This design comes from an exercise in tuning for small area, a short achievable clock period and few clock cycles on the open sky130 flow, not from production work. At most, simulation tests tie the RTL to the original design; equivalence was not proved. No activity file was given, so power comes from the tool's default toggle rates.

// dfwt_core
module dfwt_core (
    input  wire        clk,
    input  wire        rst,
    input  wire        op_valid,
    output wire        op_ready,
    input  wire [3:0]  op_code,
    input  wire [31:0] op_arg,
    input  wire [5:0]  op_len,
    output wire        out_valid,
    input  wire        out_ready,
    output wire [7:0]  out_byte,
    output wire        busy,
    output wire [15:0] crc,
    output wire [31:0] timestep,
    output wire        gate
);
Size: about 250 flip-flops, ~110 I/O pins, ~15000 µm² of cells after synthesis.
clock: 9.0 ns
lec_check: 0
cap_margin: 20
core_margin: 2
core_utilization: 55
setup_slack_margin: 5
slew_margin: 20
standard.sh (not shown) runs the stock make flow with config.mk's settings and CLKGATE_MAP_FILE= SYNTH_SCRIPT=/design/flow/synth_recipe.tcl, a recipe that flattens the netlist after the stock synthesis.
==> flow/flow/run.sh <==
#!/bin/bash
set -euo pipefail
bash standard.sh SETUP_SLACK_MARGIN=5.7 \
  "BUFFER_PORTS_ARGS=-buffer_cell sky130_fd_sc_hd__buf_1" \
  "CTS_ARGS=-sink_clustering_enable -repair_clock_nets -dont_use_dummy_load" \
  finish > standard.log 2>&1
Then changed:
--- a/flow/design.v
+++ b/flow/design.v
@@ -119,25 +119,25 @@
                 gate     <= 1'b0;
                 timestep <= 32'd0;
             end
             if (push)
                 kind <= push_kind;
             else if (ld_out && last)
                 kind <= K_NONE;
         end
         if (take || !qv0)
             q0 <= qv1 ? q1 : nbyte;
         if (qv0 && (take ? qv1 : !qv1))
             q1 <= nbyte;
-        if (free) begin
+        if (push) begin
             t   <= push_val;
             big <= push_big;
             ge2 <= push_ge2;
             nz  <= push_nz;
         end else if (ld_out) begin
             if (is_widx) begin
                 t   <= {16'd0, t_widx};
                 big <= gt126;
             end else if (big) begin
                 t   <= t_129;
                 big <= gt258;
                 ge2 <= ge131;
@@ -191,26 +191,25 @@
     reg [4:0]  idx;       
     reg        enc;       
     reg        fm;
     reg [1:0]  pad_cnt;
     reg [3:0]  x_code;
     reg [5:0]  sr;
     reg [2:0]  warm;      
     reg [15:0] fw_lo, fw_hi;
     reg [1:0]  fw_c;
     reg        fw_b;
     reg        pend;      
     reg        zb;        
-    reg        mm;        
-    reg [16:0] pmx;       
+    reg        mp, mm;    
     reg        busy_r;
     reg [1:0]  crc_op;
     reg        rdy;       
     wire       ser_free, ser_idle;
     reg        push, tr_reset;
     reg [1:0]  push_kind;
     reg [31:0] push_val;
     reg        push_big, push_ge2, push_nz;
     dfwt_ser u_ser (
         .clk(clk), .rst(rst),
         .push(push), .push_kind(push_kind), .push_val(push_val),
         .push_big(push_big), .push_ge2(push_ge2), .push_nz(push_nz),
@@ -229,24 +228,25 @@
                           (crc_op == C_BYTE)  ? crc_nx : crc_cur;
     wire [4:0] sel   = enc ? {1'b0, idx[4:1]} : idx;
     wire       d     = cell_buf[sel];
     wire       clkc  = fm | ~(last_bit | d);
     wire       cbit  = (state == S_CELLS) && ((enc && idx[0]) ? clkc : d);
     wire       lowering = (state == S_CELLS) || (state == S_PAD);
     wire       real_x   = warm[2];
     wire       judge    = real_x && sr[3];
     wire       step     = lowering && !(judge && !ser_free);
     wire [1:0]  fw_d    = fw_c - {1'b0, fw_b};
     wire [15:0] fw_hr   = fw_hi + {{14{fw_d[1]}}, fw_d};
     wire [31:0] fw_val  = {fw_hr, fw_lo};
+    wire [16:0] pmx     = mm ? {9'h0FF, ~precomp_r} : mp ? {9'd0, precomp_r} : 17'd0;
     wire [16:0] lo_b    = zb ? 17'd0 : {1'b0, fw_lo};
     wire [16:0] hf      = {2'd0, half_r};
     wire [16:0] cs_s    = lo_b ^ pmx ^ hf;
     wire [16:0] cs_c    = (lo_b & pmx) | (lo_b & hf) | (pmx & hf);
     wire [17:0] lo_sum  = {1'b0, cs_s} + {cs_c, mm};
     wire [4:0]  w_next  = {sr[3:0], cbit};
     wire        real_n  = warm[2] || (warm[1:0] == 2'd3);
     wire        hr_z    = (fw_d == 2'd0) ? (fw_hi == 16'h0000) :
                           (fw_d == 2'd1) ? (fw_hi == 16'hFFFF) :
                           (fw_d == 2'd3) ? (fw_hi == 16'h0001) : 1'b0;
     wire        fw_hz   = hr_z && (fw_lo[15:8] == 8'd0);
     wire        fw_big  = !fw_hz || (fw_lo[7] && fw_lo[6:1] != 6'd0);
@@ -284,26 +284,26 @@
     always @(posedge clk) begin
         if (rst) begin
             state     <= S_IDLE;
             crc_cur   <= 16'hFFFF;
             crc_init  <= 16'hFFFF;
             last_bit  <= 1'b0;
             half_r    <= 15'd200;
             precomp_r <= 8'd0;
             sr        <= 6'd0;
             warm      <= 3'd0;
             pend      <= 1'b0;
             zb        <= 1'b1;
+            mp        <= 1'b0;
             mm        <= 1'b0;
-            pmx       <= 17'd0;
             busy_r    <= 1'b0;
             crc_op    <= C_NONE;
             rdy       <= 1'b1;
         end else begin
             crc_cur <= crc_now;
             if (crc_op == C_INIT) crc_init <= cell_buf[15:0];
             crc_op <= C_NONE;
             busy_r <= (state != S_IDLE) || op_fire || !ser_idle;
             case (state)
                 S_IDLE: if (op_fire) begin
                     case (op_code)
                         OP_CRC_INIT:  crc_op <= C_INIT;
@@ -362,42 +362,41 @@
                         default: begin
                             state <= S_IDLE;
                             rdy   <= 1'b1;
                         end
                     endcase
                 end
                 default: ;
             endcase
             if (step) begin
                 sr   <= {sr[4:0], cbit};
                 pend <= 1'b1;
                 zb   <= !real_n || sr[2];
+                mp   <= (w_next == 5'b00101);
                 mm   <= (w_next == 5'b10100);
-                pmx  <= (w_next == 5'b10100) ? {9'h0FF, ~precomp_r} :
-                        (w_next == 5'b00101) ? {9'd0, precomp_r} : 17'd0;
                 if (!real_x)
                     warm <= warm + 3'd1;
                 if (state == S_CELLS) begin
                     if (enc && !idx[0]) last_bit <= d;
                     if (idx == 5'd0) begin
                         state <= S_IDLE;
                         rdy   <= 1'b1;
                     end
                 end else if (pad_cnt == 2'd3) begin
                     sr    <= 6'd0;
                     warm  <= 3'd0;
                     pend  <= 1'b0;
                     zb    <= 1'b1;
+                    mp    <= 1'b0;
                     mm    <= 1'b0;
-                    pmx   <= 17'd0;
                     state <= S_EXEC;
                 end
             end
         end
         if (step) begin
             fw_lo <= lo_sum[15:0];
             fw_hi <= zb ? 16'd0 : fw_hr;
             fw_c  <= lo_sum[17:16];
             fw_b  <= mm;
         end
         if (rdy) begin
             x_code   <= op_code;
What happened: Critical path depth is unchanged; wire length fell by 1.0%; final area falls by 3.1%; hold slack stays flat; via count decreases by 1.2%; total power went up by 8.4%; global-route usage goes down by 0.16 points; count of clock-buffer cells in the layout falls by 1; core utilization goes down by 1.6 points; sequential power hardly moves; clock skew came out higher by 0.040 ns; maximum frequency went up by 3.8%.
Testbench counts after the change, summed over its fixed seeds: cycles 205,357.
No functional check of the RTL was part of the first run of this note.

## separate check: timing with driven ports
How much do the figures lean on ideal ports? The routed layouts below were timed once more, with nothing changed but the port constraints.
Step 1 (the two cells are an assumption about what drives the block):
set clk [get_ports {clk}]
set_driving_cell -lib_cell sky130_fd_sc_hd__clkbuf_16 $clk
set_driving_cell -lib_cell sky130_fd_sc_hd__buf_2 [delete_from_list [all_inputs] $clk]
Step 2 adds t to the input delays and takes it off the output delays; t is the mean of the earliest and latest rising clock arrival at the registers after step 1. Input paths then give back, and output paths get back, about the clock's delay inside the block.
Three values: ideal, step 1, step 2; two values: the first two.
run | t, ns | slack for setup (ns) | hold slack, ns | worst setup path at the end | slew at the worst register clock pin (ns)
the first run | 0.575 | 5.643 / 5.643 / 5.257 | 0.439 / 0.439 / 0.439 | input to register | 0.06 / 0.06
the second run | 0.579 | 5.765 / 5.765 / 5.390 | 0.439 / 0.439 / 0.439 | input to register | 0.06 / 0.06
After both steps setup and hold are still met in every run listed. The setup slack of the first run, which loses most, moves by 0.000 ns with the drivers and by -0.386 ns with both steps.
